This design comes from an exercise in tuning for small area, a short achievable clock period and few clock cycles per item on the open sky130 flow, not from production work. Function was checked by simulation only, so behaviour that the tests miss may differ from the original.

==> design.v <==
module arith_recip_rom (input wire [6:0] d, output reg [33:0] m);
    always @* begin
        case (d)
        7'd0: m = 34'h3ffffffff;
        7'd1: m = 34'h3f80fe03f;
        7'd2: m = 34'h3f03f03f0;
        7'd3: m = 34'h3e88cb3c9;
        7'd4: m = 34'h3e0f83e0f;
        7'd5: m = 34'h3d980f660;
        7'd6: m = 34'h3d226357e;
        7'd7: m = 34'h3cae75920;
        7'd8: m = 34'h3c3c3c3c3;
        7'd9: m = 34'h3bcbadc7f;
        7'd10: m = 34'h3b5cc0ed7;
        7'd11: m = 34'h3aef6ca97;
        7'd12: m = 34'h3a83a83a8;
        7'd13: m = 34'h3a196b1ed;
        7'd14: m = 34'h39b0ad120;
        7'd15: m = 34'h3949660ab;
        7'd16: m = 34'h38e38e38e;
        7'd17: m = 34'h387f1e038;
        7'd18: m = 34'h381c0e070;
        7'd19: m = 34'h37ba57132;
        7'd20: m = 34'h3759f2298;
        7'd21: m = 34'h36fad87bb;
        7'd22: m = 34'h369d0369d;
        7'd23: m = 34'h36406c80d;
        7'd24: m = 34'h35e50d794;
        7'd25: m = 34'h358ae0358;
        7'd26: m = 34'h3531dec0d;
        7'd27: m = 34'h34da034da;
        7'd28: m = 34'h348348348;
        7'd29: m = 34'h342da7f2f;
        7'd30: m = 34'h33d91d2a2;
        7'd31: m = 34'h3385a29dc;
        7'd32: m = 34'h333333333;
        7'd33: m = 34'h32e1c9f01;
        7'd34: m = 34'h329161f9a;
        7'd35: m = 34'h3241f693a;
        7'd36: m = 34'h31f3831f3;
        7'd37: m = 34'h31a6031a6;
        7'd38: m = 34'h3159721ed;
        7'd39: m = 34'h310dcbe15;
        7'd40: m = 34'h30c30c30c;
        7'd41: m = 34'h30792ef56;
        7'd42: m = 34'h303030303;
        7'd43: m = 34'h2fe80bfa0;
        7'd44: m = 34'h2fa0be82f;
        7'd45: m = 34'h2f5a4411c;
        7'd46: m = 34'h2f149902f;
        7'd47: m = 34'h2ecfb9c86;
        7'd48: m = 34'h2e8ba2e8b;
        7'd49: m = 34'h2e4850fe8;
        7'd50: m = 34'h2e05c0b81;
        7'd51: m = 34'h2dc3eed68;
        7'd52: m = 34'h2d82d82d8;
        7'd53: m = 34'h2d4279a2a;
        7'd54: m = 34'h2d02d02d0;
        7'd55: m = 34'h2cc3d8d4a;
        7'd56: m = 34'h2c8590b21;
        7'd57: m = 34'h2c47f4ee0;
        7'd58: m = 34'h2c0b02c0b;
        7'd59: m = 34'h2bceb771a;
        7'd60: m = 34'h2b9310572;
        7'd61: m = 34'h2b580ad60;
        7'd62: m = 34'h2b1da4610;
        7'd63: m = 34'h2ae3da78a;
        7'd64: m = 34'h2aaaaaaaa;
        7'd65: m = 34'h2a721291e;
        7'd66: m = 34'h2a3a0fd5c;
        7'd67: m = 34'h2a02a02a0;
        7'd68: m = 34'h29cbc14e5;
        7'd69: m = 34'h2995710e4;
        7'd70: m = 34'h295fad40a;
        7'd71: m = 34'h292a73c76;
        7'd72: m = 34'h28f5c28f5;
        7'd73: m = 34'h28c1978fe;
        7'd74: m = 34'h288df0cac;
        7'd75: m = 34'h285acc4ba;
        7'd76: m = 34'h282828282;
        7'd77: m = 34'h27f6027f6;
        7'd78: m = 34'h27c45979c;
        7'd79: m = 34'h27932b48f;
        7'd80: m = 34'h276276276;
        7'd81: m = 34'h273238583;
        7'd82: m = 34'h270270270;
        7'd83: m = 34'h26d31be7b;
        7'd84: m = 34'h26a439f65;
        7'd85: m = 34'h2675c8b6a;
        7'd86: m = 34'h2647c6945;
        7'd87: m = 34'h261a32026;
        7'd88: m = 34'h25ed097b4;
        7'd89: m = 34'h25c04b809;
        7'd90: m = 34'h2593f69b0;
        7'd91: m = 34'h2568095a0;
        7'd92: m = 34'h253c8253c;
        7'd93: m = 34'h251160251;
        7'd94: m = 34'h24e6a1710;
        7'd95: m = 34'h24bc44e10;
        7'd96: m = 34'h249249249;
        7'd97: m = 34'h2468acf13;
        7'd98: m = 34'h243f6f024;
        7'd99: m = 34'h24168e18c;
        7'd100: m = 34'h23ee08fb8;
        7'd101: m = 34'h23c5de767;
        7'd102: m = 34'h239e0d5b4;
        7'd103: m = 34'h237694808;
        7'd104: m = 34'h234f72c23;
        7'd105: m = 34'h2328a7011;
        7'd106: m = 34'h230230230;
        7'd107: m = 34'h22dc0d128;
        7'd108: m = 34'h22b63cbee;
        7'd109: m = 34'h2290be1c1;
        7'd110: m = 34'h226b90226;
        7'd111: m = 34'h2246b1ceb;
        7'd112: m = 34'h222222222;
        7'd113: m = 34'h21fde021f;
        7'd114: m = 34'h21d9ead7c;
        7'd115: m = 34'h21b641511;
        7'd116: m = 34'h2192e29f7;
        7'd117: m = 34'h216fcdd84;
        7'd118: m = 34'h214d0214d;
        7'd119: m = 34'h212a7e720;
        7'd120: m = 34'h210842108;
        7'd121: m = 34'h20e64c148;
        7'd122: m = 34'h20c49ba5e;
        7'd123: m = 34'h20a32fefa;
        7'd124: m = 34'h208208208;
        7'd125: m = 34'h2061236a3;
        7'd126: m = 34'h204081020;
        7'd127: m = 34'h202020202;
        default: m = 34'h0;
        endcase
    end
endmodule
module arith_div (
    input  wire [7:0]  n,
    input  wire [2:0]  lzd,
    input  wire [33:0] m,
    output wire [31:0] y
);
    reg [2:0] lzn;
    integer i;
    always @* begin
        lzn = 3'd0;
        for (i = 0; i < 8; i = i + 1)
            if (n[i]) lzn = 3'd7 - i[2:0];
    end
    wire [7:0]  nn   = n << lzn;
    wire [41:0] p    = nn * m;
    wire        top  = p[41];
    wire [23:0] mant = top ? p[41:18] : p[40:17];
    wire        g    = top ? p[17] : p[16];
    wire [24:0] mr   = {1'b0, mant} + {24'd0, g};
    wire [7:0]  e    = 8'd126 + {5'd0, lzd} - {5'd0, lzn} + {7'd0, top} + {7'd0, mr[24]};
    wire [22:0] fr   = mr[24] ? mr[23:1] : mr[22:0];
    assign y = (n == 8'd0) ? 32'd0 : {1'b0, e, fr};
endmodule
module arith_cmul_k0299 (input wire [31:0] x, output wire [31:0] y);
    wire [23:0] mx = {1'b1, x[22:0]};
    wire [49:0] pw = ({26'd0, mx} << 3) + ({26'd0, mx} << 7) + ({26'd0, mx} << 13) + ({26'd0, mx} << 16) + ({26'd0, mx} << 21) + ({26'd0, mx} << 23)
                    - ({26'd0, mx} << 0)
                    - ({26'd0, mx} << 9)
                    - ({26'd0, mx} << 11)
                    - ({26'd0, mx} << 19);
    wire [47:0] p  = pw[47:0];
    wire        top  = p[47];
    wire [23:0] mant = top ? p[47:24] : p[46:23];
    wire        g    = top ? p[23] : p[22];
    wire        st   = top ? |p[22:0] : |p[21:0];
    wire        inc  = g & (st | mant[0]);
    wire [24:0] mr   = {1'b0, mant} + {24'd0, inc};
    wire [7:0]  e    = x[30:23] + 8'd254 + {7'd0, top} + {7'd0, mr[24]};
    wire [22:0] fr   = mr[24] ? mr[23:1] : mr[22:0];
    assign y = (x[30:23] == 8'd0) ? 32'd0 : {1'b0, e, fr};
endmodule
module arith_cmul_k0587 (input wire [31:0] x, output wire [31:0] y);
    wire [23:0] mx = {1'b1, x[22:0]};
    wire [49:0] pw = ({26'd0, mx} << 1) + ({26'd0, mx} << 5) + ({26'd0, mx} << 11) + ({26'd0, mx} << 14) + ({26'd0, mx} << 21) + ({26'd0, mx} << 23)
                    - ({26'd0, mx} << 7)
                    - ({26'd0, mx} << 9)
                    - ({26'd0, mx} << 17)
                    - ({26'd0, mx} << 19);
    wire [47:0] p  = pw[47:0];
    wire        top  = p[47];
    wire [23:0] mant = top ? p[47:24] : p[46:23];
    wire        g    = top ? p[23] : p[22];
    wire        st   = top ? |p[22:0] : |p[21:0];
    wire        inc  = g & (st | mant[0]);
    wire [24:0] mr   = {1'b0, mant} + {24'd0, inc};
    wire [7:0]  e    = x[30:23] + 8'd255 + {7'd0, top} + {7'd0, mr[24]};
    wire [22:0] fr   = mr[24] ? mr[23:1] : mr[22:0];
    assign y = (x[30:23] == 8'd0) ? 32'd0 : {1'b0, e, fr};
endmodule
module arith_cmul_k0114 (input wire [31:0] x, output wire [31:0] y);
    wire [23:0] mx = {1'b1, x[22:0]};
    wire [49:0] pw = ({26'd0, mx} << 0) + ({26'd0, mx} << 2) + ({26'd0, mx} << 4) + ({26'd0, mx} << 8) + ({26'd0, mx} << 17) + ({26'd0, mx} << 19) + ({26'd0, mx} << 24)
                    - ({26'd0, mx} << 6)
                    - ({26'd0, mx} << 11)
                    - ({26'd0, mx} << 15)
                    - ({26'd0, mx} << 21);
    wire [47:0] p  = pw[47:0];
    wire        top  = p[47];
    wire [23:0] mant = top ? p[47:24] : p[46:23];
    wire        g    = top ? p[23] : p[22];
    wire        st   = top ? |p[22:0] : |p[21:0];
    wire        inc  = g & (st | mant[0]);
    wire [24:0] mr   = {1'b0, mant} + {24'd0, inc};
    wire [7:0]  e    = x[30:23] + 8'd252 + {7'd0, top} + {7'd0, mr[24]};
    wire [22:0] fr   = mr[24] ? mr[23:1] : mr[22:0];
    assign y = (x[30:23] == 8'd0) ? 32'd0 : {1'b0, e, fr};
endmodule
module arith_cmul_k168736 (input wire [31:0] x, output wire [31:0] y);
    wire [23:0] mx = {1'b1, x[22:0]};
    wire [49:0] pw = ({26'd0, mx} << 0) + ({26'd0, mx} << 5) + ({26'd0, mx} << 8) + ({26'd0, mx} << 11) + ({26'd0, mx} << 16) + ({26'd0, mx} << 24)
                    - ({26'd0, mx} << 14)
                    - ({26'd0, mx} << 18)
                    - ({26'd0, mx} << 20)
                    - ({26'd0, mx} << 22);
    wire [47:0] p  = pw[47:0];
    wire        top  = p[47];
    wire [23:0] mant = top ? p[47:24] : p[46:23];
    wire        g    = top ? p[23] : p[22];
    wire        st   = top ? |p[22:0] : |p[21:0];
    wire        inc  = g & (st | mant[0]);
    wire [24:0] mr   = {1'b0, mant} + {24'd0, inc};
    wire [7:0]  e    = x[30:23] + 8'd253 + {7'd0, top} + {7'd0, mr[24]};
    wire [22:0] fr   = mr[24] ? mr[23:1] : mr[22:0];
    assign y = (x[30:23] == 8'd0) ? 32'd0 : {1'b0, e, fr};
endmodule
module arith_cmul_k331264 (input wire [31:0] x, output wire [31:0] y);
    wire [23:0] mx = {1'b1, x[22:0]};
    wire [49:0] pw = ({26'd0, mx} << 13) + ({26'd0, mx} << 17) + ({26'd0, mx} << 19) + ({26'd0, mx} << 21) + ({26'd0, mx} << 23)
                    - ({26'd0, mx} << 0)
                    - ({26'd0, mx} << 4)
                    - ({26'd0, mx} << 7)
                    - ({26'd0, mx} << 10)
                    - ({26'd0, mx} << 15);
    wire [47:0] p  = pw[47:0];
    wire        top  = p[47];
    wire [23:0] mant = top ? p[47:24] : p[46:23];
    wire        g    = top ? p[23] : p[22];
    wire        st   = top ? |p[22:0] : |p[21:0];
    wire        inc  = g & (st | mant[0]);
    wire [24:0] mr   = {1'b0, mant} + {24'd0, inc};
    wire [7:0]  e    = x[30:23] + 8'd254 + {7'd0, top} + {7'd0, mr[24]};
    wire [22:0] fr   = mr[24] ? mr[23:1] : mr[22:0];
    assign y = (x[30:23] == 8'd0) ? 32'd0 : {1'b0, e, fr};
endmodule
module arith_cmul_k418688 (input wire [31:0] x, output wire [31:0] y);
    wire [23:0] mx = {1'b1, x[22:0]};
    wire [49:0] pw = ({26'd0, mx} << 3) + ({26'd0, mx} << 6) + ({26'd0, mx} << 15) + ({26'd0, mx} << 24)
                    - ({26'd0, mx} << 1)
                    - ({26'd0, mx} << 9)
                    - ({26'd0, mx} << 13)
                    - ({26'd0, mx} << 17)
                    - ({26'd0, mx} << 19)
                    - ({26'd0, mx} << 21);
    wire [47:0] p  = pw[47:0];
    wire        top  = p[47];
    wire [23:0] mant = top ? p[47:24] : p[46:23];
    wire        g    = top ? p[23] : p[22];
    wire        st   = top ? |p[22:0] : |p[21:0];
    wire        inc  = g & (st | mant[0]);
    wire [24:0] mr   = {1'b0, mant} + {24'd0, inc};
    wire [7:0]  e    = x[30:23] + 8'd254 + {7'd0, top} + {7'd0, mr[24]};
    wire [22:0] fr   = mr[24] ? mr[23:1] : mr[22:0];
    assign y = (x[30:23] == 8'd0) ? 32'd0 : {1'b0, e, fr};
endmodule
module arith_cmul_k081312 (input wire [31:0] x, output wire [31:0] y);
    wire [23:0] mx = {1'b1, x[22:0]};
    wire [49:0] pw = ({26'd0, mx} << 3) + ({26'd0, mx} << 11) + ({26'd0, mx} << 15) + ({26'd0, mx} << 19) + ({26'd0, mx} << 21) + ({26'd0, mx} << 23)
                    - ({26'd0, mx} << 5)
                    - ({26'd0, mx} << 8)
                    - ({26'd0, mx} << 17);
    wire [47:0] p  = pw[47:0];
    wire        top  = p[47];
    wire [23:0] mant = top ? p[47:24] : p[46:23];
    wire        g    = top ? p[23] : p[22];
    wire        st   = top ? |p[22:0] : |p[21:0];
    wire        inc  = g & (st | mant[0]);
    wire [24:0] mr   = {1'b0, mant} + {24'd0, inc};
    wire [7:0]  e    = x[30:23] + 8'd252 + {7'd0, top} + {7'd0, mr[24]};
    wire [22:0] fr   = mr[24] ? mr[23:1] : mr[22:0];
    assign y = (x[30:23] == 8'd0) ? 32'd0 : {1'b0, e, fr};
endmodule
module arith_qcoef (input wire [31:0] s, output wire [5:0] q);
    reg [4:0] mag;
    always @* begin
        mag = 5'd0;
        if (s[30:0] >= 31'h3d1e9b23) mag = 5'd1;
        if (s[30:0] >= 31'h3d9e9b23) mag = 5'd2;
        if (s[30:0] >= 31'h3dede8b4) mag = 5'd3;
        if (s[30:0] >= 31'h3e1e9b23) mag = 5'd4;
        if (s[30:0] >= 31'h3e4641eb) mag = 5'd5;
        if (s[30:0] >= 31'h3e6de8b4) mag = 5'd6;
        if (s[30:0] >= 31'h3e8ac7be) mag = 5'd7;
        if (s[30:0] >= 31'h3e9e9b23) mag = 5'd8;
        if (s[30:0] >= 31'h3eb26e87) mag = 5'd9;
        if (s[30:0] >= 31'h3ec641eb) mag = 5'd10;
        if (s[30:0] >= 31'h3eda1550) mag = 5'd11;
        if (s[30:0] >= 31'h3eede8b4) mag = 5'd12;
        if (s[30:0] >= 31'h3f00de0c) mag = 5'd13;
        if (s[30:0] >= 31'h3f0ac7be) mag = 5'd14;
        if (s[30:0] >= 31'h3f14b171) mag = 5'd15;
        if (s[30:0] >= 31'h3f1e9b23) mag = 5'd16;
        if (s[30:0] >= 31'h3f2884d5) mag = 5'd17;
        if (s[30:0] >= 31'h3f326e87) mag = 5'd18;
        if (s[30:0] >= 31'h3f3c5839) mag = 5'd19;
        if (s[30:0] >= 31'h3f4641eb) mag = 5'd20;
        if (s[30:0] >= 31'h3f502b9d) mag = 5'd21;
        if (s[30:0] >= 31'h3f5a1550) mag = 5'd22;
        if (s[30:0] >= 31'h3f63ff02) mag = 5'd23;
        if (s[30:0] >= 31'h3f6de8b4) mag = 5'd24;
        if (s[30:0] >= 31'h3f77d266) mag = 5'd25;
        if (s[30:0] >= 31'h3f80de0c) mag = 5'd26;
        if (s[30:0] >= 31'h3f85d2e5) mag = 5'd27;
        if (s[30:0] >= 31'h3f8ac7be) mag = 5'd28;
        if (s[30:0] >= 31'h3f8fbc98) mag = 5'd29;
        if (s[30:0] >= 31'h3f94b171) mag = 5'd30;
    end
    assign q = s[31] ? (6'd0 - {1'b0, mag}) : {1'b0, mag};
endmodule
module fp_lzc27 (input wire [26:0] x, output reg [4:0] n);
    integer i;
    always @* begin
        n = 5'd27;
        for (i = 0; i < 27; i = i + 1)
            if (x[i]) n = 5'd26 - i[4:0];
    end
endmodule
module fp_add (
    input  wire [31:0] a,
    input  wire [31:0] b,
    output wire [31:0] y
);
    wire        a_ge = (a[30:0] >= b[30:0]);
    wire [31:0] x    = a_ge ? a : b;
    wire [31:0] z    = a_ge ? b : a;
    wire        x_nz = |x[30:23];
    wire        z_nz = |z[30:23];
    wire [23:0] mx   = {x_nz, x[22:0]};
    wire [23:0] mz   = {z_nz, z[22:0]};
    wire [7:0]  d    = x[30:23] - z[30:23];
    wire        far  = (d > 8'd26);
    wire [4:0]  sh   = far ? 5'd27 : d[4:0];
    wire [53:0] zw   = {mz, 3'd0, 27'd0} >> sh;
    wire [26:0] zal  = {zw[53:28], zw[27] | (|zw[26:0])};
    wire        sub  = x[31] ^ z[31];
    wire [27:0] s    = sub ? ({1'b0, mx, 3'd0} - {1'b0, zal}) : ({1'b0, mx, 3'd0} + {1'b0, zal});
    wire [4:0]  lz;
    fp_lzc27 u_lz (.x(s[26:0]), .n(lz));
    wire [26:0] sl   = s[26:0] << lz;
    wire [23:0] m    = s[27] ? s[27:4] : sl[26:3];
    wire        g    = s[27] ? s[3]    : sl[2];
    wire        st   = s[27] ? |s[2:0] : |sl[1:0];
    wire [8:0]  e    = s[27] ? {1'b0, x[30:23]} + 9'd1 : {1'b0, x[30:23]} - {4'd0, lz};
    wire        inc  = g & (st | m[0]);
    wire [24:0] mr   = {1'b0, m} + {24'd0, inc};
    wire [7:0]  er   = mr[24] ? e[7:0] + 8'd1 : e[7:0];
    wire [22:0] fr   = mr[24] ? mr[23:1] : mr[22:0];
    assign y = (s == 28'd0) ? 32'd0 : {x[31], er, fr};
endmodule
module fp_add_ss (
    input  wire [31:0] a,
    input  wire [31:0] b,
    output wire [31:0] y
);
    wire        a_ge = (a[30:0] >= b[30:0]);
    wire [31:0] x    = a_ge ? a : b;
    wire [31:0] z    = a_ge ? b : a;
    wire        x_nz = |x[30:23];
    wire        z_nz = |z[30:23];
    wire [23:0] mx   = {x_nz, x[22:0]};
    wire [23:0] mz   = {z_nz, z[22:0]};
    wire [7:0]  d    = x[30:23] - z[30:23];
    wire        far  = (d > 8'd26);
    wire [4:0]  sh   = far ? 5'd27 : d[4:0];
    wire [53:0] zw   = {mz, 3'd0, 27'd0} >> sh;
    wire [26:0] zal  = {zw[53:28], zw[27] | (|zw[26:0])};
    wire [27:0] s    = {1'b0, mx, 3'd0} + {1'b0, zal};
    wire [23:0] m    = s[27] ? s[27:4] : s[26:3];
    wire        g    = s[27] ? s[3]    : s[2];
    wire        st   = s[27] ? |s[2:0] : |s[1:0];
    wire [7:0]  e    = s[27] ? x[30:23] + 8'd1 : x[30:23];
    wire        inc  = g & (st | m[0]);
    wire [24:0] mr   = {1'b0, m} + {24'd0, inc};
    wire [7:0]  er   = mr[24] ? e + 8'd1 : e;
    wire [22:0] fr   = mr[24] ? mr[23:1] : mr[22:0];
    assign y = x_nz ? {x[31], er, fr} : 32'd0;
endmodule
module arith_compress (
    input  wire        clk,
    input  wire        rst,         
    input  wire        in_valid,
    output wire        in_ready,
    input  wire [95:0] in_pix,      
    input  wire [7:0]  in_denom,
    output reg         out_valid,
    output reg  [31:0] out_cw,
    output reg  [1:0]  out_fault    
);
    localparam [30:0] F_ONE  = 31'h3F800000;
    localparam [30:0] F_HALF = 31'h3F000000;
    function [31:0] fneg(input [31:0] x);
        fneg = {~x[31], x[30:0]};
    endfunction
    function [31:0] fhalf(input [31:0] x);    
        fhalf = (x[30:23] == 8'd0) ? 32'd0 : {x[31], x[30:23] - 8'd1, x[22:0]};
    endfunction
    reg  [1:0] ph;
    assign in_ready = (ph == 2'd3);
    always @(posedge clk) begin
        if (rst)           ph <= 2'd0;
        else if (in_valid) ph <= ph + 2'd1;
    end
    wire [1:0]  lane = (ph == 2'd0) ? 2'd1 : (ph == 2'd1) ? 2'd0 : ph;
    wire [23:0] px   = in_pix[24*lane +: 24];
    reg [2:0] lzd;
    integer i;
    always @* begin
        lzd = 3'd0;
        for (i = 0; i < 8; i = i + 1)
            if (in_denom[i]) lzd = 3'd7 - i[2:0];
    end
    wire [7:0]  dn = in_denom << lzd;
    wire [33:0] rcp;
    arith_recip_rom u_rom (.d(dn[6:0]), .m(rcp));
    wire [31:0] fr, fg, fb;
    arith_div u_dr (.n(px[23:16]), .lzd(lzd), .m(rcp), .y(fr));
    arith_div u_dg (.n(px[15:8]),  .lzd(lzd), .m(rcp), .y(fg));
    arith_div u_db (.n(px[7:0]),   .lzd(lzd), .m(rcp), .y(fb));
    reg        v2, dz2;
    reg [1:0]  ph2;
    reg [31:0] r2, g2, b2;
    always @(posedge clk) begin
        v2  <= !rst && in_valid;
        ph2 <= ph;
        dz2 <= (in_denom == 8'd0);
        r2  <= fr;
        g2  <= fg;
        b2  <= fb;
    end
    wire [31:0] p_y_r, p_pb_r, p_y_g, p_pb_g, p_pr_g, p_y_b, p_pr_b;
    arith_cmul_k0299    u_m1 (.x(r2), .y(p_y_r));
    arith_cmul_k168736  u_m2 (.x(r2), .y(p_pb_r));
    arith_cmul_k0587    u_m3 (.x(g2), .y(p_y_g));
    arith_cmul_k331264  u_m4 (.x(g2), .y(p_pb_g));
    arith_cmul_k418688  u_m5 (.x(g2), .y(p_pr_g));
    arith_cmul_k0114    u_m6 (.x(b2), .y(p_y_b));
    arith_cmul_k081312  u_m7 (.x(b2), .y(p_pr_b));
    wire [31:0] y1, n1, pr1;
    fp_add_ss u_a1 (.a(p_y_r),  .b(p_y_g),        .y(y1));     
    fp_add_ss u_a2 (.a(p_pb_r), .b(p_pb_g),       .y(n1));     
    fp_add    u_a3 (.a(fhalf(r2)), .b(fneg(p_pr_g)), .y(pr1));  
    reg        v3, dz3;
    reg [1:0]  ph3;
    reg [31:0] y1_3, n1_3, pr1_3, pyb_3, hb_3, pprb_3;
    always @(posedge clk) begin
        v3     <= !rst && v2;
        ph3    <= ph2;
        dz3    <= dz2;
        y1_3   <= y1;
        n1_3   <= n1;
        pr1_3  <= pr1;
        pyb_3  <= p_y_b;
        hb_3   <= fhalf(b2);
        pprb_3 <= p_pr_b;
    end
    wire [31:0] y, pb, pr;
    fp_add_ss u_a4 (.a(y1_3),        .b(pyb_3),        .y(y));
    fp_add    u_a5 (.a(fneg(n1_3)),  .b(hb_3),         .y(pb));
    fp_add    u_a6 (.a(pr1_3),       .b(fneg(pprb_3)), .y(pr));
    wire [31:0] yc  = (y[30:0]  > F_ONE)  ? {1'b0, F_ONE}     : y;    
    wire [31:0] pbc = (pb[30:0] > F_HALF) ? {pb[31], F_HALF}  : pb;
    wire [31:0] prc = (pr[30:0] > F_HALF) ? {pr[31], F_HALF}  : pr;
    reg  [31:0] spb, spr;        
    reg  [31:0] yl0, yl1, yl2;   
    wire [31:0] spb_n, spr_n;
    fp_add u_c1 (.a(spb), .b(pbc), .y(spb_n));
    fp_add u_c2 (.a(spr), .b(prc), .y(spr_n));
    always @(posedge clk) begin
        if (v3) begin
            spb <= (ph3 == 2'd0) ? pbc : spb_n;
            spr <= (ph3 == 2'd0) ? prc : spr_n;
            if (ph3 == 2'd0) yl1 <= yc;
            if (ph3 == 2'd1) yl0 <= yc;
            if (ph3 == 2'd2) yl2 <= yc;
        end
    end
    wire c0 = v3 && (ph3 == 2'd3);
    reg  c1, c2, dz_c1, dz_c2;
    reg  [31:0] ra, rb, rc, rd;
    wire [31:0] ys  = c0 ? yl2 : c1 ? yl1 : yl0;
    wire [31:0] sa, sb, sc, sd;
    fp_add u_f1 (.a(c0 ? yc : ra),              .b(ys),                     .y(sa));
    fp_add u_f2 (.a(c0 ? yc : c1 ? ra : rb),    .b(fneg(ys)),               .y(sb));
    fp_add u_f3 (.a(c1 ? rb : rc),              .b(c1 ? yl1 : fneg(yl0)),   .y(sc));
    fp_add u_f4 (.a(c1 ? rb : rd),              .b(c1 ? fneg(yl1) : yl0),   .y(sd));
    reg [3:0] ipb, ipr;
    wire [3:0] ipb_n, ipr_n;
    arith_cidx u_i1 (.s(spb), .q(ipb_n));
    arith_cidx u_i2 (.s(spr), .q(ipr_n));
    always @(posedge clk) begin
        c1    <= !rst && c0;
        c2    <= !rst && c1;
        dz_c1 <= dz3;
        dz_c2 <= dz_c1;
        if (c0 || c1) begin
            ra <= sa;
            rb <= sb;
        end
        if (c1) begin
            rc  <= sc;
            rd  <= sd;
            ipb <= ipb_n;
            ipr <= ipr_n;
        end
    end
    wire        ovf = (sa[30:0] >= 31'h40800000);
    wire [7:0]  esh = sa[30:23] - 8'd123;
    wire [23:0] ma  = {1'b1, sa[22:0]} >> (5'd23 - esh[4:0]);
    wire [5:0]  na  = (sa[30:23] < 8'd123) ? 6'd0 : ma[5:0];
    wire [5:0]  nb, nc, nd;
    arith_qcoef u_q1 (.s(sb), .q(nb));
    arith_qcoef u_q2 (.s(sc), .q(nc));
    arith_qcoef u_q3 (.s(sd), .q(nd));
    always @(posedge clk) begin
        out_valid <= !rst && c2;
        if (c2) begin
            if (dz_c2) begin
                out_fault <= 2'd2;
                out_cw    <= 32'd0;
            end else if (ovf) begin
                out_fault <= 2'd1;
                out_cw    <= 32'd0;
            end else begin
                out_fault <= 2'd0;
                out_cw    <= {na, nb, nc, nd, ipb, ipr};
            end
        end
    end
endmodule
module arith_cidx (input wire [31:0] s, output reg [3:0] q);
    function [31:0] fkey(input [31:0] x);    
        if (x[30:0] == 31'd0) fkey = 32'h80000000;
        else if (x[31])       fkey = ~x;
        else                  fkey = {1'b1, x[30:0]};
    endfunction
    reg [31:0] edges [1:15];
    integer j;
    always @* begin
        edges[1]  = 32'hBFE00000; edges[2]  = 32'hBFC00000; edges[3]  = 32'hBFA00000;
        edges[4]  = 32'hBF800000; edges[5]  = 32'hBF400000; edges[6]  = 32'hBF000000;
        edges[7]  = 32'hBE800000; edges[8]  = 32'h00000000; edges[9]  = 32'h3E800000;
        edges[10] = 32'h3F000000; edges[11] = 32'h3F400000; edges[12] = 32'h3F800000;
        edges[13] = 32'h3FA00000; edges[14] = 32'h3FC00000; edges[15] = 32'h3FE00000;
        q = 4'd0;
        for (j = 1; j <= 15; j = j + 1)
            if (fkey(s) >= fkey(edges[j])) q = q + 4'd1;
    end
endmodule
==> run.sh <==
#!/bin/bash
# synth_recipe.tcl (not shown) runs the flow's synth.tcl, then flattens the netlist and writes it again
# the make line also repeats each setting of config.mk as NAME=value (left out here)
make -C /OpenROAD-flow-scripts/flow DESIGN_CONFIG=/design/flow/config.mk WORK_HOME=/design/flow/orfs CLKGATE_MAP_FILE= SYNTH_SCRIPT=/design/flow/synth_recipe.tcl finish
==> config.mk <==
export PLATFORM = sky130hd
export DESIGN_NAME = arith_compress
export DESIGN_NICKNAME = arith_compress
export VERILOG_FILES = /design/flow/design.v
export SDC_FILE = /design/flow/constraint.sdc
export NUM_CORES = 4
export LEC_CHECK = 0
export CAP_MARGIN = 20
export CORE_MARGIN = 2
export CORE_UTILIZATION = 30
export SLEW_MARGIN = 20
==> constraint.sdc <==
create_clock -name core_clock -period 28.0 [get_ports {clk}]
set_input_delay 5.6000 -clock core_clock [delete_from_list [all_inputs] [get_ports {clk}]]
set_output_delay 5.6000 -clock core_clock [all_outputs]
set_load 0.01 [all_outputs]
==> results of run 1 <==
==> impl_metrics.ini, run 1 <==
[outcome]
lastStage = synthesis (1_2_yosys)
firstError = ERROR: TCL interpreter returned an error: Source files actually used in the design:
status = stopped before the end

[yosys]
yosys_warnings = 7
Testbench counts, summed over its fixed seeds: cycles 12,840, blocks 3,200.
==> run 2: changes to the inputs <==
--- a/design.v
+++ b/design.v
@@ -1,137 +1,72 @@
-module arith_recip_rom (input wire [6:0] d, output reg [33:0] m);
-    always @* begin
-        case (d)
-        7'd0: m = 34'h3ffffffff;
-        7'd1: m = 34'h3f80fe03f;
-        7'd2: m = 34'h3f03f03f0;
-        7'd3: m = 34'h3e88cb3c9;
-        7'd4: m = 34'h3e0f83e0f;
-        7'd5: m = 34'h3d980f660;
-        7'd6: m = 34'h3d226357e;
-        7'd7: m = 34'h3cae75920;
-        7'd8: m = 34'h3c3c3c3c3;
-        7'd9: m = 34'h3bcbadc7f;
-        7'd10: m = 34'h3b5cc0ed7;
-        7'd11: m = 34'h3aef6ca97;
-        7'd12: m = 34'h3a83a83a8;
-        7'd13: m = 34'h3a196b1ed;
-        7'd14: m = 34'h39b0ad120;
-        7'd15: m = 34'h3949660ab;
-        7'd16: m = 34'h38e38e38e;
-        7'd17: m = 34'h387f1e038;
-        7'd18: m = 34'h381c0e070;
-        7'd19: m = 34'h37ba57132;
-        7'd20: m = 34'h3759f2298;
-        7'd21: m = 34'h36fad87bb;
-        7'd22: m = 34'h369d0369d;
-        7'd23: m = 34'h36406c80d;
-        7'd24: m = 34'h35e50d794;
-        7'd25: m = 34'h358ae0358;
-        7'd26: m = 34'h3531dec0d;
-        7'd27: m = 34'h34da034da;
-        7'd28: m = 34'h348348348;
-        7'd29: m = 34'h342da7f2f;
-        7'd30: m = 34'h33d91d2a2;
-        7'd31: m = 34'h3385a29dc;
-        7'd32: m = 34'h333333333;
-        7'd33: m = 34'h32e1c9f01;
-        7'd34: m = 34'h329161f9a;
-        7'd35: m = 34'h3241f693a;
-        7'd36: m = 34'h31f3831f3;
-        7'd37: m = 34'h31a6031a6;
-        7'd38: m = 34'h3159721ed;
-        7'd39: m = 34'h310dcbe15;
-        7'd40: m = 34'h30c30c30c;
-        7'd41: m = 34'h30792ef56;
-        7'd42: m = 34'h303030303;
-        7'd43: m = 34'h2fe80bfa0;
-        7'd44: m = 34'h2fa0be82f;
-        7'd45: m = 34'h2f5a4411c;
-        7'd46: m = 34'h2f149902f;
-        7'd47: m = 34'h2ecfb9c86;
-        7'd48: m = 34'h2e8ba2e8b;
-        7'd49: m = 34'h2e4850fe8;
-        7'd50: m = 34'h2e05c0b81;
-        7'd51: m = 34'h2dc3eed68;
-        7'd52: m = 34'h2d82d82d8;
-        7'd53: m = 34'h2d4279a2a;
-        7'd54: m = 34'h2d02d02d0;
-        7'd55: m = 34'h2cc3d8d4a;
-        7'd56: m = 34'h2c8590b21;
-        7'd57: m = 34'h2c47f4ee0;
-        7'd58: m = 34'h2c0b02c0b;
-        7'd59: m = 34'h2bceb771a;
-        7'd60: m = 34'h2b9310572;
-        7'd61: m = 34'h2b580ad60;
-        7'd62: m = 34'h2b1da4610;
-        7'd63: m = 34'h2ae3da78a;
-        7'd64: m = 34'h2aaaaaaaa;
-        7'd65: m = 34'h2a721291e;
-        7'd66: m = 34'h2a3a0fd5c;
-        7'd67: m = 34'h2a02a02a0;
-        7'd68: m = 34'h29cbc14e5;
-        7'd69: m = 34'h2995710e4;
-        7'd70: m = 34'h295fad40a;
-        7'd71: m = 34'h292a73c76;
-        7'd72: m = 34'h28f5c28f5;
-        7'd73: m = 34'h28c1978fe;
-        7'd74: m = 34'h288df0cac;
-        7'd75: m = 34'h285acc4ba;
-        7'd76: m = 34'h282828282;
-        7'd77: m = 34'h27f6027f6;
-        7'd78: m = 34'h27c45979c;
-        7'd79: m = 34'h27932b48f;
-        7'd80: m = 34'h276276276;
-        7'd81: m = 34'h273238583;
-        7'd82: m = 34'h270270270;
-        7'd83: m = 34'h26d31be7b;
-        7'd84: m = 34'h26a439f65;
-        7'd85: m = 34'h2675c8b6a;
-        7'd86: m = 34'h2647c6945;
-        7'd87: m = 34'h261a32026;
-        7'd88: m = 34'h25ed097b4;
-        7'd89: m = 34'h25c04b809;
-        7'd90: m = 34'h2593f69b0;
-        7'd91: m = 34'h2568095a0;
-        7'd92: m = 34'h253c8253c;
-        7'd93: m = 34'h251160251;
-        7'd94: m = 34'h24e6a1710;
-        7'd95: m = 34'h24bc44e10;
-        7'd96: m = 34'h249249249;
-        7'd97: m = 34'h2468acf13;
-        7'd98: m = 34'h243f6f024;
-        7'd99: m = 34'h24168e18c;
-        7'd100: m = 34'h23ee08fb8;
-        7'd101: m = 34'h23c5de767;
-        7'd102: m = 34'h239e0d5b4;
-        7'd103: m = 34'h237694808;
-        7'd104: m = 34'h234f72c23;
-        7'd105: m = 34'h2328a7011;
-        7'd106: m = 34'h230230230;
-        7'd107: m = 34'h22dc0d128;
-        7'd108: m = 34'h22b63cbee;
-        7'd109: m = 34'h2290be1c1;
-        7'd110: m = 34'h226b90226;
-        7'd111: m = 34'h2246b1ceb;
-        7'd112: m = 34'h222222222;
-        7'd113: m = 34'h21fde021f;
-        7'd114: m = 34'h21d9ead7c;
-        7'd115: m = 34'h21b641511;
-        7'd116: m = 34'h2192e29f7;
-        7'd117: m = 34'h216fcdd84;
-        7'd118: m = 34'h214d0214d;
-        7'd119: m = 34'h212a7e720;
-        7'd120: m = 34'h210842108;
-        7'd121: m = 34'h20e64c148;
-        7'd122: m = 34'h20c49ba5e;
-        7'd123: m = 34'h20a32fefa;
-        7'd124: m = 34'h208208208;
-        7'd125: m = 34'h2061236a3;
-        7'd126: m = 34'h204081020;
-        7'd127: m = 34'h202020202;
-        default: m = 34'h0;
-        endcase
-    end
+module arith_recip_rom (input wire [6:0] d, output wire [33:0] m);
+    wire [127:0] t0 = 128'h205aa323225a8110050554d324e0af1b;
+    assign m[0] = t0[d];
+    wire [127:0] t1 = 128'hac13d12200abbac39ca1d63d68298f53;
+    assign m[1] = t1[d];
+    wire [127:0] t2 = 128'h0476506c11d1e7b60000f3e0a5c12e53;
+    assign m[2] = t2[d];
+    wire [127:0] t3 = 128'h1f4698991228ce478cbb714cbef3b25b;
+    assign m[3] = t3[d];
+    wire [127:0] t4 = 128'h0c1e0652f50d6b865850229d8b7e0e47;
+    assign m[4] = t4[d];
+    wire [127:0] t5 = 128'h6895dd741dbd2fb9332a5879602ef2e7;
+    assign m[5] = t5[d];
+    wire [127:0] t6 = 128'h0e54b021207d23b432da02509a04276d;
+    assign m[6] = t6[d];
+    wire [127:0] t7 = 128'h2830b0580d02ff3982578874c971bd0d;
+    assign m[7] = t7[d];
+    wire [127:0] t8 = 128'h03fc387a5d726006b98e2f7fb32971cd;
+    assign m[8] = t8[d];
+    wire [127:0] t9 = 128'hbc835433e13d7009cb770f8773711d3d;
+    assign m[9] = t9[d];
+    wire [127:0] t10 = 128'h28ac8172d91aecd4fe8b8a862d600671;
+    assign m[10] = t10[d];
+    wire [127:0] t11 = 128'h0c3491928678078727af9a8ea4800e91;
+    assign m[11] = t11[d];
+    wire [127:0] t12 = 128'h6c288a454b18c2f40820c8b7694862f9;
+    assign m[12] = t12[d];
+    wire [127:0] t13 = 128'h2dd5232c16c9a387ac091af9ac5fa07b;
+    assign m[13] = t13[d];
+    wire [127:0] t14 = 128'h0aa03aee84410a444a083308658fcba3;
+    assign m[14] = t14[d];
+    wire [127:0] t15 = 128'h1ea4387f0b3ad845a0b8db8255a77b2b;
+    assign m[15] = t15[d];
+    wire [127:0] t16 = 128'h0480f5a0049f46a29bf2d449443a0187;
+    assign m[16] = t16[d];
+    wire [127:0] t17 = 128'ha897b706649794e94a29964da290fbc7;
+    assign m[17] = t17[d];
+    wire [127:0] t18 = 128'h03be0125a6654db082fe20ce16b8accf;
+    assign m[18] = t18[d];
+    wire [127:0] t19 = 128'h4436e2aa54600f59cbddd09aa631561f;
+    assign m[19] = t19[d];
+    wire [127:0] t20 = 128'h2866412425688770d78d83dff553ba15;
+    assign m[20] = t20[d];
+    wire [127:0] t21 = 128'h1ab9d5dd44cfa8df9ef9a1311a2b1ad5;
+    assign m[21] = t21[d];
+    wire [127:0] t22 = 128'h066a99fcd17065604b04c0a0a1460d91;
+    assign m[22] = t22[d];
+    wire [127:0] t23 = 128'h01e64b5699801cd56c03aac06a7eafb9;
+    assign m[23] = t23[d];
+    wire [127:0] t24 = 128'h001e38cdb4aaa966700066554c7e6521;
+    assign m[24] = t24[d];
+    wire [127:0] t25 = 128'haaab5296d933318780001e33252b49c1;
+    assign m[25] = t25[d];
+    wire [127:0] t26 = 128'h6666c9b24b696b52aaaaab5a49b38e01;
+    assign m[26] = t26[d];
+    wire [127:0] t27 = 128'h1e1e3871c718e73199999936db695aab;
+    assign m[27] = t27[d];
+    wire [127:0] t28 = 128'h01fe07f03f07e0f0787878f1c718c667;
+    assign m[28] = t28[d];
+    wire [127:0] t29 = 128'h0001fff000ffe00ff807f80fc0f83e1f;
+    assign m[29] = t29[d];
+    wire [127:0] t30 = 128'h0000000fffffe00007fff8003ff801ff;
+    assign m[30] = t30[d];
+    wire [127:0] t31 = 128'h0000000000001ffffffff8000007ffff;
+    assign m[31] = t31[d];
+    wire [127:0] t32 = 128'h0000000000000000000007ffffffffff;
+    assign m[32] = t32[d];
+    wire [127:0] t33 = 128'hffffffffffffffffffffffffffffffff;
+    assign m[33] = t33[d];
 endmodule
 module arith_div (
     input  wire [7:0]  n,
@@ -415,15 +350,24 @@
         else if (in_valid) ph <= ph + 2'd1;
     end
     wire [1:0]  lane = (ph == 2'd0) ? 2'd1 : (ph == 2'd1) ? 2'd0 : ph;
-    wire [23:0] px   = in_pix[24*lane +: 24];
+    reg        v1;
+    reg [1:0]  ph1;
+    reg [23:0] px;
+    reg [7:0]  den;
+    always @(posedge clk) begin
+        v1  <= !rst && in_valid;
+        ph1 <= ph;
+        px  <= in_pix[24*lane +: 24];
+        den <= in_denom;
+    end
     reg [2:0] lzd;
     integer i;
     always @* begin
         lzd = 3'd0;
         for (i = 0; i < 8; i = i + 1)
-            if (in_denom[i]) lzd = 3'd7 - i[2:0];
+            if (den[i]) lzd = 3'd7 - i[2:0];
     end
-    wire [7:0]  dn = in_denom << lzd;
+    wire [7:0]  dn = den << lzd;
     wire [33:0] rcp;
     arith_recip_rom u_rom (.d(dn[6:0]), .m(rcp));
     wire [31:0] fr, fg, fb;
@@ -434,9 +378,9 @@
     reg [1:0]  ph2;
     reg [31:0] r2, g2, b2;
     always @(posedge clk) begin
-        v2  <= !rst && in_valid;
-        ph2 <= ph;
-        dz2 <= (in_denom == 8'd0);
+        v2  <= !rst && v1;
+        ph2 <= ph1;
+        dz2 <= (den == 8'd0);
         r2  <= fr;
         g2  <= fg;
         b2  <= fb;
@@ -449,46 +393,71 @@
     arith_cmul_k418688  u_m5 (.x(g2), .y(p_pr_g));
     arith_cmul_k0114    u_m6 (.x(b2), .y(p_y_b));
     arith_cmul_k081312  u_m7 (.x(b2), .y(p_pr_b));
-    wire [31:0] y1, n1, pr1;
-    fp_add_ss u_a1 (.a(p_y_r),  .b(p_y_g),        .y(y1));     
-    fp_add_ss u_a2 (.a(p_pb_r), .b(p_pb_g),       .y(n1));     
-    fp_add    u_a3 (.a(fhalf(r2)), .b(fneg(p_pr_g)), .y(pr1));  
     reg        v3, dz3;
     reg [1:0]  ph3;
-    reg [31:0] y1_3, n1_3, pr1_3, pyb_3, hb_3, pprb_3;
+    reg [31:0] pyr_3, ppbr_3, pyg_3, ppbg_3, pprg_3, hr_3, pyb_3, hb_3, pprb_3;
     always @(posedge clk) begin
         v3     <= !rst && v2;
         ph3    <= ph2;
         dz3    <= dz2;
-        y1_3   <= y1;
-        n1_3   <= n1;
-        pr1_3  <= pr1;
+        pyr_3  <= p_y_r;
+        ppbr_3 <= p_pb_r;
+        pyg_3  <= p_y_g;
+        ppbg_3 <= p_pb_g;
+        pprg_3 <= p_pr_g;
+        hr_3   <= fhalf(r2);
         pyb_3  <= p_y_b;
         hb_3   <= fhalf(b2);
         pprb_3 <= p_pr_b;
     end
+    wire [31:0] y1, n1, pr1;
+    fp_add_ss u_a1 (.a(pyr_3),  .b(pyg_3),        .y(y1));     
+    fp_add_ss u_a2 (.a(ppbr_3), .b(ppbg_3),       .y(n1));     
+    fp_add    u_a3 (.a(hr_3),   .b(fneg(pprg_3)), .y(pr1));    
+    reg        v4, dz4;
+    reg [1:0]  ph4;
+    reg [31:0] y1_4, n1_4, pr1_4, pyb_4, hb_4, pprb_4;
+    always @(posedge clk) begin
+        v4     <= !rst && v3;
+        ph4    <= ph3;
+        dz4    <= dz3;
+        y1_4   <= y1;
+        n1_4   <= n1;
+        pr1_4  <= pr1;
+        pyb_4  <= pyb_3;
+        hb_4   <= hb_3;
+        pprb_4 <= pprb_3;
+    end
     wire [31:0] y, pb, pr;
-    fp_add_ss u_a4 (.a(y1_3),        .b(pyb_3),        .y(y));
-    fp_add    u_a5 (.a(fneg(n1_3)),  .b(hb_3),         .y(pb));
-    fp_add    u_a6 (.a(pr1_3),       .b(fneg(pprb_3)), .y(pr));
-    wire [31:0] yc  = (y[30:0]  > F_ONE)  ? {1'b0, F_ONE}     : y;    
-    wire [31:0] pbc = (pb[30:0] > F_HALF) ? {pb[31], F_HALF}  : pb;
-    wire [31:0] prc = (pr[30:0] > F_HALF) ? {pr[31], F_HALF}  : pr;
+    fp_add_ss u_a4 (.a(y1_4),        .b(pyb_4),        .y(y));
+    fp_add    u_a5 (.a(fneg(n1_4)),  .b(hb_4),         .y(pb));
+    fp_add    u_a6 (.a(pr1_4),       .b(fneg(pprb_4)), .y(pr));
+    reg        v5, dz5;
+    reg [1:0]  ph5;
+    reg [31:0] yc, pbc, prc;
+    always @(posedge clk) begin
+        v5  <= !rst && v4;
+        ph5 <= ph4;
+        dz5 <= dz4;
+        yc  <= (y[30:0]  > F_ONE)  ? {1'b0, F_ONE}    : y;    
+        pbc <= (pb[30:0] > F_HALF) ? {pb[31], F_HALF} : pb;
+        prc <= (pr[30:0] > F_HALF) ? {pr[31], F_HALF} : pr;
+    end
     reg  [31:0] spb, spr;        
     reg  [31:0] yl0, yl1, yl2;   
     wire [31:0] spb_n, spr_n;
     fp_add u_c1 (.a(spb), .b(pbc), .y(spb_n));
     fp_add u_c2 (.a(spr), .b(prc), .y(spr_n));
     always @(posedge clk) begin
-        if (v3) begin
-            spb <= (ph3 == 2'd0) ? pbc : spb_n;
-            spr <= (ph3 == 2'd0) ? prc : spr_n;
-            if (ph3 == 2'd0) yl1 <= yc;
-            if (ph3 == 2'd1) yl0 <= yc;
-            if (ph3 == 2'd2) yl2 <= yc;
+        if (v5) begin
+            spb <= (ph5 == 2'd0) ? pbc : spb_n;
+            spr <= (ph5 == 2'd0) ? prc : spr_n;
+            if (ph5 == 2'd0) yl1 <= yc;
+            if (ph5 == 2'd1) yl0 <= yc;
+            if (ph5 == 2'd2) yl2 <= yc;
         end
     end
-    wire c0 = v3 && (ph3 == 2'd3);
+    wire c0 = v5 && (ph5 == 2'd3);
     reg  c1, c2, dz_c1, dz_c2;
     reg  [31:0] ra, rb, rc, rd;
     wire [31:0] ys  = c0 ? yl2 : c1 ? yl1 : yl0;
@@ -504,7 +473,7 @@
     always @(posedge clk) begin
         c1    <= !rst && c0;
         c2    <= !rst && c1;
-        dz_c1 <= dz3;
+        dz_c1 <= dz5;
         dz_c2 <= dz_c1;
         if (c0 || c1) begin
             ra <= sa;
@@ -517,18 +486,31 @@
             ipr <= ipr_n;
         end
     end
-    wire        ovf = (sa[30:0] >= 31'h40800000);
-    wire [7:0]  esh = sa[30:23] - 8'd123;
-    wire [23:0] ma  = {1'b1, sa[22:0]} >> (5'd23 - esh[4:0]);
-    wire [5:0]  na  = (sa[30:23] < 8'd123) ? 6'd0 : ma[5:0];
+    reg        c3, dz_c3;
+    reg [31:0] qa, qb, qc, qd;
+    reg [3:0]  qpb, qpr;
+    always @(posedge clk) begin
+        c3    <= !rst && c2;
+        dz_c3 <= dz_c2;
+        qa    <= sa;
+        qb    <= sb;
+        qc    <= sc;
+        qd    <= sd;
+        qpb   <= ipb;
+        qpr   <= ipr;
+    end
+    wire        ovf = (qa[30:0] >= 31'h40800000);
+    wire [7:0]  esh = qa[30:23] - 8'd123;
+    wire [23:0] ma  = {1'b1, qa[22:0]} >> (5'd23 - esh[4:0]);
+    wire [5:0]  na  = (qa[30:23] < 8'd123) ? 6'd0 : ma[5:0];
     wire [5:0]  nb, nc, nd;
-    arith_qcoef u_q1 (.s(sb), .q(nb));
-    arith_qcoef u_q2 (.s(sc), .q(nc));
-    arith_qcoef u_q3 (.s(sd), .q(nd));
+    arith_qcoef u_q1 (.s(qb), .q(nb));
+    arith_qcoef u_q2 (.s(qc), .q(nc));
+    arith_qcoef u_q3 (.s(qd), .q(nd));
     always @(posedge clk) begin
-        out_valid <= !rst && c2;
-        if (c2) begin
-            if (dz_c2) begin
+        out_valid <= !rst && c3;
+        if (c3) begin
+            if (dz_c3) begin
                 out_fault <= 2'd2;
                 out_cw    <= 32'd0;
             end else if (ovf) begin
@@ -536,7 +518,7 @@
                 out_cw    <= 32'd0;
             end else begin
                 out_fault <= 2'd0;
-                out_cw    <= {na, nb, nc, nd, ipb, ipr};
+                out_cw    <= {na, nb, nc, nd, qpb, qpr};
             end
         end
     end
==> run 2 against run 1 <==
  * The run now finishes clean
==> impl_metrics.ini, run 2 <==
[yosys]
ys_ff_latch = 1173
synthCells = 32000
seq_area_frac_synth = 0.112
synth_flop_cell = dfxtp_1
synth_cell_types = 159
syn_avg_cell_area_um2 = 7.50
async_flop_share = 0
synth_top_area_cell = fa_1
synth_edf_count = 327
ys_top_cells_by_area = fa_1 (13%), ha_1 (12%), dfxtp_1 (7.1%)
synth_most_common_cell = nand2_1
synth_common_cells = nand2_1 (3468), inv_1 (3077), nor2_1 (2850), ha_1 (2275), a21oi_1 (2219)
netlist.area_leader.share = 0.131
synth_area_um2 = 240000
yosys_warnings = 6

[timing]
worst_pin_slew_ns = 1.26
fin_crit_sh = 0.720
fmax_mhz = 49.6
maxSlewHeadroom = 0.160
finalCriticalPeriod_ns = 20.16
grt_setup_unrepaired = false
setup_viol = 0
finalHoldViolations = 0
finalSetupTns_ns = 0
finClkSkew_ns = 0.0958
drv_slew = 0

[detailed_routing]
drt_first_iter_violations = 25600
vias = 243000
dr.pass1.iters = 9
viasPerCell = 5.77
drc = 0
routed_wl_mm = 945
drt-wirelength-per-cell_um = 22.5
postRouteAntennaNets = 0

[setup_path]
r2r-end = rc[27]
crit_arrival_ns = 20.90
crit_end = rc[27]
max_stage_delay_ns = 0.95
worstPathMaxFanout = 72
cp_slowest_cell = buf_4
r2r_cells = 65
cp-start-kind = register
crit_path_start = c1
r2r_setup_slack_ns = 7.84
path_common_cell = a21oi_1
critical_path_class = reg2reg
r2r-start = c1
required_ns = 28.74
worstSetupEndpointType = register

[cts]
cts_tree = built
cts_resized = 0
clock-sinks = 1173
clk_path_buf_depth = 4
path_clk_slew_ns = 0.07
cts_made_buffers = 145
cts_setup_buffers = 0
htree_levels = 4
hold_buffers = 0
cts_root_buf = clkbuf_16
clkLatencyLatePin_ns = 0.95

[placed_design]
io_buffers = 142
place_hpwl_mm = 749
place_congestion = 0.989

[floorplanning]
dieArea_um2 = 807000
io-pin-count = 143
die_h_um = 898
row_count = 328
core_region_area_um2 = 797000
dieWidth_um = 898
start_util = 0.301

[layout]
final_nets = 35300
final_common_cell = nand2_1
drive_gt1_frac = 0.0569
area_delta_synth_final_pct = 7.66
fill_cells = 84700
final_cell_mix = nand2_1 (3460), inv_1 (3074), nor2_1 (2835), ha_1 (2273), a21oi_1 (2205)

[grt]
grt_pass1_wl_mm = 1430
grtUsageTotal = 0.222
grt_antenna_before_repair = 33
first_global_vias = 233000
grt_overflow = 0
grt_max_degree = 110

[outcome]
status = timing/DRC/antenna clean

[worst_hold_path]
hold_path.class = reg2reg

[flow_run]
cap_violations = 0
==> run 2: layout make-up <==
cell class | instances | area (um2) | area share
multi-input combinational | 26200 | 196000 | 0.758
sequential | 1173 | 26800 | 0.104
tap | 10600 | 13200 | 0.0512
inverter | 3122 | 11700 | 0.0454
timing repair buffer | 733 | 5860 | 0.0227
clock buffer | 180 | 4000 | 0.0155
clock inverter | 84 | 1000 | 0.00387
antenna | 10 | 25.0 | 0.0000969
==> run 2: layer usage <==
layer	global-route usage	up-vias	part of all wire	wire (um)
li1	-	113000	-	-
met1	0.301	117000	0.43	407000
met2	0.357	10600	0.44	420000
met3	0.0327	1818	0.079	74500
met4	0.0853	16	0.046	43100
met5	0	-	0.00012	118
==> run 2: per-stage QoR <==
step / utilization / setup WS, ns / hold slack, ns / area [um2] / instances
floorplan: - / 9.95 / 0.310 / 240000 / 32000
global placement: 0.317 / 7.99 / 0.311 / 253000 / 41800
detailed placement: 0.318 / 8.32 / 0.312 / 253000 / 41800
CTS: 0.324 / 8.22 / 0.309 / 258000 / 42000
global route: 0.324 / 6.55 / 0.316 / 258000 / 42000
finish: 0.324 / 7.84 / 0.317 / 258000 / 42000
==> run 2: worst max-delay path: cells and delay by family, from the launching register on <==
family                     cells  cell delay, ns
AOI/OAI and AO/OA             31            6.94
xor gates and xnor gates       1            0.40
adders and majority gates      4            0.93
buffers and inverters         10            4.24
DFF                            1            0.62
muxes                          2            0.82
and+or+nand+nor               17            5.90
==> run 2: cell families after synthesis <==
group,Yosys count,share of synthesized area
compound gates,8835,0.245
other cells,1,0.0000156
simple gates,11000,0.218
fa+ha+maj,3845,0.250
buf+inv,4665,0.0758
mux,1045,0.0470
xor+xnor,1448,0.0531
flops,1173,0.112
==> run 2: how the worst min path moves through the flow <==
| stage | cells after the start | slack (ns) | start | to |
|---|---|---|---|---|
| 2_1_floorplan | 0 | 0.31 | dz2 | dz3 |
| 3_3_place_gp | 0 | 0.31 | hb_3[26] | hb_4[26] |
| 3_5_place_dp | 0 | 0.31 | hb_3[13] | hb_4[13] |
| 4_1_cts | 0 | 0.31 | hb_3[12] | hb_4[12] |
| 5_1_grt | 0 | 0.32 | hb_3[12] | hb_4[12] |
| 6_report | 0 | 0.32 | hb_3[12] | hb_4[12] |
Testbench counts of run 2, summed over its fixed seeds: cycles 12,872, blocks 3,200.

## separate check: timing with driven ports
The results above use ideal ports. As a check the final layout listed here was re-extracted and re-timed, cells and wires unchanged.
Step 1: set_driving_cell puts a clkbuf_16 on clk and a buf_2 on each other input, an assumption about the parent block.
Step 2 moves the port delays by t, midway between the first and last clock arrival at a register: inputs arrive t later, outputs are due t later. That takes back most of the time a late clock gives input paths.
Three values: ideal, step 1, step 2; two values: the first two.
run: run 2
t (ns): 1.044
slack for setup (ns): 7.841 / 7.841 / 7.841
worst hold slack (ns): 0.317 / 0.317 / 0.317
slew at the worst register clock pin (ns): 0.10 / 0.10
pins driven straight from the clock port: 1
After both steps setup and hold are still met in run 2. For run 2, drivers alone change the setup slack by 0.000 ns; drivers and shift together by 0.000 ns.
